Context: an optimization exercise on an open-source flow, tuned for small area, a short achievable clock period and few clock cycles. The choices shown serve that exercise and are no tape-out recipe. The RTL was checked by simulation tests, not by an equivalence proof against the original design. No activity file was given, so power comes from the tool's default toggle rates.

==> flow/design.v <==
module mkse_cell_step (
    input  wire [1:0]  st,
    input  wire [15:0] t,
    input  wire        p,
    input  wire        due,      
    input  wire [15:0] now,
    output wire [1:0]  st_n,
    output wire [15:0] t_n,      
    output wire [1:0]  addsel,
    output wire        emit,
    output wire [1:0]  kind
);
    wire s_rel  = (st == 2'd0);
    wire s_pdeb = (st == 2'd1);
    wire s_pr   = (st == 2'd2);
    assign t_n = s_rel ? now : t;
    wire [1:0] add1 = s_rel ? 2'd3 : ((s_pdeb & due) ? 2'd1 : ((s_pr & due) ? 2'd2 : 2'd0));
    wire [1:0] add0 = (s_pdeb & due) ? 2'd1 : (s_pr ? 2'd3 : 2'd0);
    assign addsel = p ? add1 : add0;
    reg [1:0] st1, st0;
    always @(*) begin
        case (st)
            2'd0: begin st1 = 2'd1;                st0 = 2'd0;                end
            2'd1: begin st1 = due ? 2'd2 : 2'd1;  st0 = due ? 2'd2 : 2'd1;  end
            2'd2: begin st1 = 2'd2;                st0 = 2'd3;                end
            default: begin st1 = due ? 2'd0 : 2'd3; st0 = due ? 2'd0 : 2'd3; end
        endcase
    end
    assign st_n = p ? st1 : st0;
    assign emit = p ? (s_rel | (s_pr & due)) : s_pr;
    assign kind = p ? (s_rel ? 2'd0 : 2'd2) : 2'd1;
endmodule
module mkse (
    input  wire         clk,
    input  wire         rst_n,
    input  wire         cmd_valid,
    output wire         cmd_ready,
    input  wire [3:0]   cmd_op,
    input  wire [15:0]  cmd_now,
    output reg          rsp_valid,
    output reg  [2:0]   rsp_status,
    output reg          rsp_consumed,
    output reg  [7:0]   rsp_char,
    output reg  [8:0]   rsp_action,
    output reg  [6:0]   rsp_put_full_cnt,
    output reg  [3:0]   rsp_cfg_err,
    input  wire [15:0]  tick_in,
    output wire [7:0]   row_active,
    input  wire [7:0]   col_pressed,
    output wire         shift_ind,
    input  wire [3:0]   cfg_rows,
    input  wire [3:0]   cfg_cols,
    input  wire [6:0]   cfg_umap_len,
    input  wire [511:0] cfg_umap,
    input  wire         cfg_smap_present,
    input  wire [6:0]   cfg_smap_len,
    input  wire [511:0] cfg_smap,
    input  wire         cfg_shift_present,
    input  wire [7:0]   cfg_shift_char,
    input  wire         cfg_ind_present,
    input  wire [1:0]   cfg_policy,
    input  wire [15:0]  cfg_debounce,
    input  wire [15:0]  cfg_rdelay,
    input  wire [15:0]  cfg_rtime,
    input  wire [4:0]   cfg_qcap
);
    localparam [2:0] ST_OK        = 3'd0;
    localparam [2:0] ST_NONE      = 3'd1;
    localparam [2:0] ST_NOT_READY = 3'd2;
    localparam [2:0] ST_ILLEGAL   = 3'd3;
    localparam [2:0] ST_CFG_ERR   = 3'd4;
    localparam [1:0] POL_OFF     = 2'd0;
    localparam [1:0] POL_ONESHOT = 2'd1;
    localparam [1:0] POL_LOCK    = 2'd2;
    localparam [1:0] POL_HOLD    = 2'd3;
    function automatic two_or_more(input [7:0] v);
        reg a0, a1, a2, a3, b0, b1;
        begin
            a0 = v[0] | v[1];  b0 = v[0] & v[1];
            a1 = v[2] | v[3];  b1 = v[2] & v[3];
            a2 = v[4] | v[5];
            a3 = v[6] | v[7];
            two_or_more = b0 | b1 | (v[4] & v[5]) | (v[6] & v[7]) |
                          ((a0 | a1) & (a2 | a3)) | (a0 & a1) | (a2 & a3);
        end
    endfunction
    reg         ready;
    reg         latch;
    reg         cmd_ready_r;
    reg         scanning;
    reg         clr;            
    reg  [2:0]  clrcnt;
    reg  [2:0]  hrow;           
    reg  [7:0]  rdone;          
    reg  [7:0]  row_r;
    wire        cfg1 = clr & (clrcnt == 3'd7);    
    wire        proc;           
    reg  [15:0] now_r;
    reg         shind_r;
    reg  [3:0]  rows, cols;
    reg  [6:0]  ulen, slen;
    reg         qbad;           
    reg         spres, shpres, ind, big;
    reg  [1:0]  policy;
    reg  [7:0]  shift_char;
    reg  [13:0] deb, rtm;
    reg  [13:0] rdl;            
    reg  [3:0]  cap1;           
    wire [7:0]  colmask = ~(8'hFF << cols);
    wire [7:0]  rowmask = ~(8'hFF << rows);
    reg  [511:0] umap, smap;
    reg  [143:0] qb;
    reg  [3:0]  qw, qr, qn;
    reg  [8:0]  hd;             
    reg  [7:0]  hdh, hdl;       
    reg  [7:0]  pend;
    reg  [15:0] pkind;
    reg  [5:0]  pbase;
    assign cmd_ready  = cmd_ready_r;
    assign row_active = row_r;
    assign shift_ind  = shind_r;
    wire accept = cmd_valid & cmd_ready_r & rst_n;
    wire cfg_load = cmd_valid & cmd_ready_r & op_cfg;
    wire [15:0] now_in = cmd_op[0] ? tick_in : cmd_now;
    wire op_ill  = cmd_op[3] | (cmd_op[2:0] == 3'd7);
    wire op_nop  = (cmd_op == 4'd0);
    wire op_cfg  = (cmd_op == 4'd1);
    wire op_scan = (cmd_op[3:1] == 3'b001);
    wire op_deq  = (cmd_op[3:1] == 3'b010);
    wire op_nk   = (cmd_op == 4'd4);
    wire op_na   = (cmd_op == 4'd5);
    wire op_clr  = (cmd_op == 4'd6);
    reg  [7:0] cfg_n;
    reg  [3:0] code_c;
    reg  [3:0] code;
    always @(posedge clk) begin
        cfg_n <= rows * cols;
        code  <= code_c;
    end
    always @(*) begin
        if (rows == 4'd0 || rows > 4'd8)
            code_c = 4'd1;
        else if (cols == 4'd0 || cols > 4'd8)
            code_c = 4'd2;
        else if ({1'b0, ulen} < cfg_n)
            code_c = 4'd3;
        else if (spres && {1'b0, slen} < cfg_n)
            code_c = 4'd4;
        else if (qbad)
            code_c = 4'd5;
        else if (big)
            code_c = 4'd6;
        else if (policy != POL_OFF && !shpres)
            code_c = 4'd7;
        else if (policy != POL_OFF && !spres)
            code_c = 4'd8;
        else
            code_c = 4'd0;
    end
    always @(posedge clk) begin
        if (cfg_load) begin
            rows       <= cfg_rows;
            cols       <= cfg_cols;
            ulen       <= cfg_umap_len;
            slen       <= cfg_smap_len;
            qbad       <= (cfg_qcap < 5'd2) || (cfg_qcap > 5'd16);
            cap1       <= cfg_qcap[3:0] - 4'd1;
            spres      <= cfg_smap_present;
            shpres     <= cfg_shift_present;
            ind        <= cfg_ind_present;
            big        <= |{cfg_debounce[15:14], cfg_rdelay[15:14], cfg_rtime[15:14]};
            policy     <= cfg_policy;
            shift_char <= cfg_shift_char;
            deb        <= cfg_debounce[13:0];
            rtm        <= cfg_rtime[13:0];
            rdl        <= cfg_rdelay[13:0];
            umap       <= cfg_umap;
            smap       <= cfg_smap;
        end
    end
    integer k;
    wire [7:0]  emit;
    wire [15:0] kinds;
    function automatic ge8(input [7:0] a, input [7:0] b);
        reg [7:0] g, q;
        integer s, i;
        begin
            g = a & ~b;
            g[0] = a[0] | ~b[0];
            q = a | ~b;
            for (s = 1; s < 8; s = s * 2)
                for (i = 0; i < 8; i = i + 2 * s) begin
                    g[i] = g[i + s] | (q[i + s] & g[i]);
                    q[i] = q[i + s] & q[i];
                end
            ge8 = g[0];
        end
    endfunction
    wire [15:0] now_sel = cmd_ready_r ? now_in : now_r;
    genvar c;
    generate
        for (c = 0; c < 8; c = c + 1) begin : g_lane
            reg  [143:0] cl;
            reg  [1:0]   add7;
            reg          lo_r;          
            wire [15:0]  t1s = cl[35:20];
            always @(posedge clk)
                lo_r <= ge8(now_sel[7:0], t1s[7:0]);
            wire [15:0]  t0s = cl[17:2];
            wire         due_c = now_r[15] ^ t0s[15] ^
                                 ge8({now_r[14:8], lo_r}, {t0s[14:8], 1'b1});
            wire [1:0]   st_n;
            wire [15:0]  t_n;
            wire [1:0]   an;
            wire         em;
            wire [1:0]   kd;
            mkse_cell_step u_step (
                .st     (cl[1:0]),
                .t      (cl[17:2]),
                .p      (col_pressed[c]),
                .due    (due_c),
                .now    (now_r),
                .st_n   (st_n),
                .t_n    (t_n),
                .addsel (an),
                .emit   (em),
                .kind   (kd)
            );
            assign emit[c]         = em & colmask[c];
            assign kinds[2*c +: 2] = kd;
            wire [15:0] t7  = proc ? t_n : cl[17:2];
            wire [1:0]  st7 = clr ? 2'd0 : (proc ? st_n : cl[1:0]);
            wire [13:0] iv  = (add7 == 2'd1) ? rdl : (add7 == 2'd2) ? rtm :
                              (add7 == 2'd3) ? deb : 14'd0;
            wire [15:0] t6  = cl[143:128] + {2'b00, iv};
            always @(posedge clk) begin
                add7 <= proc ? an : 2'd0;
                cl   <= {t7, st7, t6, cl[127:126], cl[125:18]};
            end
        end
    endgenerate
    wire       pv     = |pend;
    wire [7:0] pfirst = pend & (~pend + 8'd1);
    wire [7:0] prest  = pend & ~pfirst;
    reg  [2:0] plane;
    always @(*) begin
        plane = 3'd0;
        for (k = 7; k >= 0; k = k - 1)
            if (pend[k]) plane = k[2:0];
    end
    reg  [5:0] pidx;
    reg  [1:0] pkd;
    always @(*) begin
        pidx = 6'd0;
        pkd  = 2'd0;
        for (k = 0; k < 8; k = k + 1)
            if (pfirst[k]) begin
                pidx = pidx | (pbase + k[5:0]);
                pkd  = pkd | pkind[2*k +: 2];
            end
    end
    wire [8:0] entry = {pidx, latch, pkd};
    wire nf  = (qn == cap1);
    wire nf1 = ((qn + 4'd1) == cap1);
    wire q_empty = (qn == 4'd0);
    wire [7:0] rowbit    = 8'd1 << hrow;
    wire [7:0] rowbit_nx = {rowbit[6:0], rowbit[7]};
    wire [7:0] below     = rowbit - 8'd1;
    wire cand      = scanning & ~|(rdone & rowbit);
    wire lower_ok  = &(rdone | ~below);
    wire prest_le1 = ~two_or_more(prest);
    wire cap_ok    = ~|prest;
    wire full_ok   = lower_ok & cap_ok;
    wire no_emit   = ~|emit;
    assign proc    = cand & (full_ok | no_emit);
    wire take      = cand & full_ok;
    wire stall     = two_or_more(emit);
    wire [7:0] rdone_nx = rdone | (proc ? rowbit : 8'd0);
    wire [7:0] pend_nx  = take ? emit : prest;
    wire pend_nx_nz     = take ? ~no_emit : |prest;
    wire others_done   = &(rdone | rowbit);
    wire one_prest     = |prest & prest_le1;
    wire rest_case     = rdone[hrow] | cand;    
    wire fin_take      = scanning & others_done & take;
    wire fin_rest      = scanning & others_done & ~take & prest_le1;
    wire fin           = (fin_take & ~stall) |
                         (fin_rest & (rdone[hrow] | (cand & no_emit)));
    wire full_now      = pv & nf;
    wire nfx           = nf | (pv & nf1);
    wire one_emit      = ~no_emit & ~stall;
    wire full_last     = nfx & ((fin_take & one_emit) |
                                (fin_rest & one_prest & (rdone[hrow] | (cand & no_emit))));
    wire [6:0] cnt_a   = rsp_put_full_cnt + {6'd0, full_now};
    wire [6:0] cnt_b   = rsp_put_full_cnt + {6'd0, full_now} + 7'd1;
    wire start_scan = accept & ready & ~op_ill & op_scan;
    wire [8:0] head      = hd;
    wire [3:0] qr1       = qr + 4'd1;
    wire [8:0] second    = qb[9*qr1 +: 9];
    wire [5:0] head_idx  = head[8:3];
    wire [1:0] head_kind = head[1:0];
    reg  [7:0] head_raw, head_shft;
    reg  [7:0] ru, rs;
    integer mr, mc, mb;
    always @(*) begin
        for (mb = 0; mb < 8; mb = mb + 1) begin
            for (mr = 0; mr < 8; mr = mr + 1) begin
                ru[mr] = 1'b0;
                rs[mr] = 1'b0;
                for (mc = 0; mc < 8; mc = mc + 1) begin
                    ru[mr] = ru[mr] | (hdl[mc] & umap[8*(8*mr+mc)+mb]);
                    rs[mr] = rs[mr] | (hdl[mc] & smap[8*(8*mr+mc)+mb]);
                end
            end
            head_raw[mb]  = |(hdh & ru);
            head_shft[mb] = |(hdh & rs);
        end
    end
    wire       is_rel    = (head_kind == 2'd1);
    wire       shk_en    = (policy != POL_OFF) & shpres;
    wire       head_is_shift = shk_en & (head_raw == shift_char);
    wire       lat_s = is_rel ? ((policy == POL_HOLD) ? 1'b0 : latch)
                              : ((policy == POL_ONESHOT || policy == POL_LOCK) ? ~latch :
                                 (policy == POL_HOLD) ? 1'b1 : latch);
    wire       lat_n = (~is_rel && policy == POL_ONESHOT) ? 1'b0 : latch;
    wire [7:0] res_char = (policy != POL_OFF && latch) ? head_shft : head_raw;
    wire       res_latch = head_is_shift ? lat_s : lat_n;
    wire deq = accept & ready & ~op_ill & op_deq & ~q_empty;
    wire deq_nk = accept & ready & op_nk & ~q_empty;
    wire latch_s = deq_nk ? lat_s : latch;
    wire latch_n = deq_nk ? lat_n : latch;
    wire latch_nx = head_is_shift ? latch_s : latch_n;
    wire sh_g = rst_n & ~cfg1 & ready & ind;
    always @(posedge clk)
        shind_r <= head_is_shift ? (sh_g & latch_s) : (sh_g & latch_n);
    always @(posedge clk) begin
        if (!rst_n) begin
            ready       <= 1'b0;
            latch       <= 1'b0;
            cmd_ready_r <= 1'b1;
            clr         <= 1'b0;
            scanning    <= 1'b0;
            row_r       <= 8'd0;
            pend        <= 8'd0;
            rsp_valid   <= 1'b0;
            hrow        <= 3'd0;
        end else begin
            hrow      <= hrow + 3'd1;
            rsp_valid <= 1'b0;
            pend      <= pend_nx;
            rdone     <= rdone_nx;
            row_r     <= 8'd0;
            if (clr) begin
                clrcnt <= clrcnt + 3'd1;
                if (cfg1) begin
                    clr         <= 1'b0;
                    ready       <= (code == 4'd0);
                    latch       <= 1'b0;
                    cmd_ready_r <= 1'b1;
                    rsp_valid   <= 1'b1;
                end
            end else if (accept) begin
                if (op_ill || op_nop) begin
                    rsp_valid <= 1'b1;
                end else if (op_cfg) begin
                    cmd_ready_r <= 1'b0;
                    clr         <= 1'b1;
                    clrcnt      <= 3'd0;
                end else if (!ready) begin
                    rsp_valid <= 1'b1;
                end else if (op_scan) begin
                    cmd_ready_r <= 1'b0;
                    scanning    <= 1'b1;
                    rdone       <= ~rowmask;
                    row_r       <= rowbit_nx & rowmask;
                end else begin
                    rsp_valid <= 1'b1;
                    latch     <= latch_nx;
                end
            end else if (scanning) begin
                row_r <= rowbit_nx & ~rdone;
                if (fin) begin
                    scanning    <= 1'b0;
                    rsp_valid   <= 1'b1;
                    cmd_ready_r <= ~pend_nx_nz;
                end
            end else if (pv) begin
                cmd_ready_r <= ~|prest;
            end
        end
    end
    always @(posedge clk) begin
        if (cmd_ready_r) begin
            now_r   <= now_in;
        end
        if (take) begin
            pkind <= kinds;
            pbase <= {3'd0, hrow} * {2'b00, cols};
        end
    end
    always @(posedge clk) begin
        if (cfg1 || (accept && ready && op_clr)) begin
            qw <= 4'd0;
            qr <= 4'd0;
            qn <= 4'd0;
        end else if (pv) begin
            qb[9*qw +: 9] <= entry;
            qw <= qw + 4'd1;
            if (nf)
                qr <= qr1;
            else
                qn <= qn + 4'd1;
            if (q_empty || (nf && cap1 == 4'd1)) begin
                hd  <= entry;
                hdh <= 8'd1 << entry[8:6];
                hdl <= 8'd1 << entry[5:3];
            end else if (nf) begin
                hd  <= second;
                hdh <= 8'd1 << second[8:6];
                hdl <= 8'd1 << second[5:3];
            end
        end else if (deq) begin
            qr <= qr1;
            qn <= qn - 4'd1;
            hd  <= second;
            hdh <= 8'd1 << second[8:6];
            hdl <= 8'd1 << second[5:3];
        end
    end
    reg [2:0] st_early;
    always @(*) begin
        st_early = ST_OK;
        if (cfg1)
            st_early = (code != 4'd0) ? ST_CFG_ERR : ST_OK;
        else if (accept) begin
            if (op_ill)
                st_early = ST_ILLEGAL;
            else if (op_nop || op_cfg)
                st_early = ST_OK;
            else if (!ready)
                st_early = ST_NOT_READY;
            else if (op_deq && q_empty)
                st_early = ST_NONE;
        end
    end
    wire nk_case = ~cfg1 & deq_nk;               
    wire ch_en   = nk_case & ~is_rel;
    wire na_case = ~cfg1 & accept & ready & op_na & ~q_empty;
    always @(posedge clk) begin
        rsp_status   <= nk_case ? {2'b00, is_rel | head_is_shift} : st_early;
        rsp_consumed <= ~cfg1 & deq;
        rsp_char     <= (ch_en & ~head_is_shift) ? res_char : 8'd0;
        rsp_action   <= na_case ? head : 9'd0;
        rsp_cfg_err  <= cfg1 ? code : 4'd0;
        rsp_put_full_cnt <= (~cfg1 & ~accept & scanning) ?
                            (full_last ? cnt_b : cnt_a) : 7'd0;
    end
endmodule
==> flow/flow/run.sh <==
#!/bin/bash
# Layout flow: the standard ORFS flow (standard.sh, synthesis unchanged)
# with two knobs changed: the port buffers are buf_1 cells instead of the
# resizer's default pick, and setup repair aims for a larger slack margin.
# make's full output goes to flow_make.log in the work folder; ORFS keeps
# each step's own log under orfs/logs.
set -euo pipefail
bash standard.sh \
    SETUP_SLACK_MARGIN=7 \
    "BUFFER_PORTS_ARGS=-buffer_cell sky130_fd_sc_hd__buf_1" \
    finish > flow_make.log 2>&1
==> flow/standard.sh <==
#!/bin/bash
# synth_recipe.tcl (not shown) runs the flow's synth.tcl, then flattens the netlist and writes it again
# the make line also repeats each setting of config.mk as NAME=value (left out here)
make -C /OpenROAD-flow-scripts/flow DESIGN_CONFIG=/design/flow/config.mk WORK_HOME=/design/flow/orfs CLKGATE_MAP_FILE= SYNTH_SCRIPT=/design/flow/synth_recipe.tcl "${@:-finish}"
==> flow/config.mk <==
export PLATFORM = sky130hd
export DESIGN_NAME = mkse
export DESIGN_NICKNAME = mkse
export VERILOG_FILES = /design/flow/design.v
export SDC_FILE = /design/flow/constraint.sdc
export NUM_CORES = 4
export LEC_CHECK = 0
export CAP_MARGIN = 20
export CORE_MARGIN = 2
export CORE_UTILIZATION = 55
export CTS_CLUSTER_DIAMETER = 80
export CTS_CLUSTER_SIZE = 25
export SLEW_MARGIN = 20
export TNS_END_PERCENT = 10
==> flow/constraint.sdc <==
create_clock -name core_clock -period 10.0 [get_ports {clk}]
set_input_delay 2.0000 -clock core_clock [delete_from_list [all_inputs] [get_ports {clk}]]
set_output_delay 2.0000 -clock core_clock [all_outputs]
set_load 0.01 [all_outputs]
==> flow_summary.json <==
{
  "status": "timing/DRC/antenna clean",
  "synthToLayoutAreaGrowth_pct": 20.17,
  "grt_max_degree": 167,
  "drtAntennaViolNets": 0,
  "routed_wl_mm": 330.9,
  "synth_nets": 7550,
  "fin_setup_tns_ps": 0,
  "die_area_um2": 167000,
  "ys_types": 96,
  "arrival_ps": 4570,
  "async_flop_share_pct": 0,
  "netlist_area_um2": 90090,
  "worst-path-max-fanout": 7,
  "synth_compound_area_share_pct": 11.18,
  "gr-total-overflow": 0,
  "power_density_nw_per_um2": 168.7,
  "hold_class": "flop to flop",
  "hpwl_mm": 229.6,
  "clockBufferDepth": 3,
  "critical-path-top-delay-family": "adder cells",
  "leakage_uw": 0.03915,
  "fin_ws_ps": 6154,
  "layout-drive-gt1-share_pct": 17.41,
  "synth_mux_area_share_pct": 4.315,
  "cts_max_level": 4,
  "cp_slowest_stage_delay_ps": 320,
  "die_w_um": 408.7,
  "avgViaCountPerCell": 6.153,
  "pre_cts_ws_ps": 4453,
  "ios": 1202,
  "fin_nets": 9088,
  "initial_core_util_pct": 55.35,
  "rsz0062_at_grt": "yes",
  "drv_slew": 0,
  "io_buffer_count": 1201,
  "crit_required_ps": 10720,
  "path_cells": "clkbuf_16 > buf_12 > mux2i_1 > nand2_1 > o21ai_4 > buf_12 > a22oi_2 > o21ai_1 > maj3_2 > maj3_2 > maj3_2 > maj3_2 > a21o_1 > o21ai_0",
  "track_usage_pct": 36.77,
  "yosysSeqAreaShare_pct": 72.03,
  "timing.final.hold_violations": 0,
  "synth-seq-cells": 2583,
  "clk_pin_slew_ps": 100,
  "fin_crit_sh_pct": 38.46,
  "cts_tree": "built",
  "syn_area_per_cell_um2": 14.53,
  "drt_iter0_drc": 9362,
  "cts.sinks": 2583,
  "synth_top_family_by_area": "compound AO/OA/AOI/OAI gates",
  "synth_edf_count": 1317,
  "worst-path-buf-inv": 3,
  "skew_ps": 40.78,
  "place.gp.congestion": 0.9740,
  "period_minus_slack_ps": 3846,
  "max_slew_margin_pct": 24.78,
  "fillers": 12060,
  "drc_errors": 0,
  "yosys.area_share.adder_pct": 3.229,
  "coreArea_um2": 162800,
  "grt_pass1_vias": 56370,
  "antenna_found_initial": 84,
  "tightest_slew_ps": 1128,
  "ys_warn_count": 2,
  "worstSetupStartpointType": "primary input",
  "final.hold.worst_slack_ps": 323.1,
  "grt_pass1_wl_mm": 430.6,
  "critical_path.most_common_cell": "maj3_2",
  "endpoint_kind": "flop",
  "slowest_stage": "maj3_2",
  "utilization_pct": 66.51,
  "crit_type": "primary input to flop",
  "die_h_um": 408.7,
  "yosys.area_share.simple_pct": 5.540,
  "vias": 61880,
  "numCtsBuffers": 134,
  "netlist_instances": 6202,
  "synth_xor_area_share_pct": 1.857,
  "wl_per_cell_um": 32.90,
  "max_freq_mhz": 260.0,
  "synth-main-ff-cell": "edfxtp_1",
  "cts_root_buf": "clkbuf_16",
  "maxCapViolCount": 0,
  "dr.pass1.iters": 8,
  "ir_worst_vdd_uv": 210.5,
  "clk_latency_ps": 810,
  "setup_violations": 0,
  "num_rows": 148
}
-- report_power, final --
group / internal, uW / switching [uW]
registers: 11200 / 69.6
clock network: 2760 / 3520
logic: 278 / 448
-- synthesized netlist by cell type (17+ instances only) --
cell type / count / area share (%)
clkbuf_1: 209 / 0.87
inv_1: 112 / 0.47
a211oi_1: 23 / 0.19
nor2b_1: 38 / 0.26
nor2_1: 190 / 0.79
a31oi_1: 20 / 0.14
a22oi_1: 604 / 5.0
dfxtp_1: 1266 / 28
mux2i_1: 25 / 0.28
o21ai_0: 279 / 1.6
nand2b_1: 43 / 0.30
xnor2_1: 139 / 1.4
nor3_1: 47 / 0.26
edfxtp_1: 1317 / 44
a22o_1: 114 / 1.1
buf_2: 17 / 0.094
and2_1: 49 / 0.34
mux2_2: 235 / 2.9
o22ai_1: 35 / 0.24
or3_1: 20 / 0.14
a21o_1: 47 / 0.39
nand4_1: 147 / 1.0
maj3_1: 42 / 0.47
buf_1: 68 / 0.28
nand2_1: 365 / 1.5
o21bai_1: 48 / 0.40
ha_1: 174 / 2.4
mux4_2: 43 / 1.1
nand3_1: 28 / 0.16
a21oi_1: 156 / 0.87
xor2_1: 52 / 0.51
-- registers in the layout (all words and copies together) (netlist names), 16 cells and up --
name and count:
g_lane.add7 16, smap 512, qb 144, pkind 16
umap 512, now_r 16, g_lane.cl 1152
-- layer usage --
metal / routed length, um / global-route usage, %
met5: 207 / 0
met1: 130300 / 51.70
met3: 38260 / 9.286
met2: 147500 / 56.01
met4: 14640 / 12.31
-- area by class of cell --
type	instances	area (um2)	share of cell area (%)
sequential	2583	64940	59.99
multi-input combinational	3205	25570	23.62
timing repair buffer	1700	10220	9.437
clock buffer	176	3628	3.352
tap	2175	2721	2.514
clock inverter	53	593.1	0.5478
inverter	116	464.2	0.4288
antenna	49	122.6	0.1133
-- cells by family (layout without fill, tap and decap cells) --
family | Yosys count | count (layout)
compound gates | 1458 | 1458
xor+xnor | 191 | 191
fa+ha+maj | 232 | 232
buf+inv | 422 | 2045
flops | 2583 | 2583
mux | 305 | 305
other cells | 0 | 49
simple gates | 1011 | 1019
-- per-stage QoR --
| stage | cell area, um2 | total power, uW | instances |
|---|---|---|---|
| finish | 108300 | 18260 | 10060 |
| global route | 108200 | 18710 | 10040 |
| CTS | 104400 | 18240 | 9752 |
| detailed placement | 96980 | 12120 | 9370 |
| global placement | 96980 | 12110 | 9370 |
| floorplan | 90140 | 11830 | 6202 |
-- worst register-to-register path, delay by kind of cell (launching register included) --
family | cells | cell delay [ps]
and+or+nand+nor | 4 | 1330
AOI/OAI and AO/OA | 4 | 1080
buffers and inverters | 2 | 570
DFF | 1 | 490
xor gates and xnor gates | 1 | 190
-- what timing repair did --
item | in CTS | in global routing
endpoints found under the setup margin | 1797 | 1745
pin swaps | 107 | 219
setup buffers | 129 | 223
resized for setup | 409 | 308
endpoints found under the hold margin | 0 | 0
gates cloned | 24 | 32
hold buffers | 0 | 0
-- final timing paths --
path / slack (ps) / startpoint / depth (start not counted) / end
worst max-delay path: 6150 / cmd_op[0] / 14 / g_lane[6].lo_r
worst min-delay path: 320 / g_lane[1].cl[58] / 0 / g_lane[1].cl[40]
worst max register to register: 6280 / hdl[3] / 11 / latch
worst min register to register: 320 / g_lane[1].cl[58] / 0 / g_lane[1].cl[40]
-- cell usage in the layout (no fill, tap or decap), types with 40 or more instances in the layout --
cell type  instances
a21oi_1          112
inv_1            106
nand2b_1          41
a22oi_2           41
buf_1           1190
mux2_2           191
diode_2           49
a22oi_1          563
o21ai_1           44
nand2_1          347
and2_1            44
nor3_1            45
nand4_1          147
ha_1             155
clkbuf_16        167
edfxtp_1        1317
xnor2_1          133
dfxtp_1         1249
mux4_2            43
buf_12            40
a22o_1           106
xor2_1            50
o21ai_0          220
buf_4            335
a21o_1            47
buf_6             49
mux2_4            45
nor2_1           176
Testbench counts, summed over its fixed seeds: cycles 50,403.

afterwards: timing with drivers on the ports:
Ports are ideal in the flow. The routed layout listed here was re-timed in OpenROAD.
Step 1: set_driving_cell puts a clkbuf_16 on clk and a buf_2 on each other input, an assumption about the parent block.
Step 2 moves the port delays by t, midway between the first and last clock arrival at a register: inputs arrive t later, outputs are due t later. That takes back most of the time a late clock gives input paths.
Slacks: ideal ports / drivers / drivers and shift; pairs: ideal ports / drivers.
t (ns): 0.885
setup WS [ns]: 6.154 / 6.141 / 5.302
clock arrival spread, ns: 0.041 / 0.041
pins driven straight from the clock port: 1
After both steps setup and hold are still met in this run. For this run, drivers alone change the setup slack by -0.013 ns; drivers and shift together by -0.852 ns.
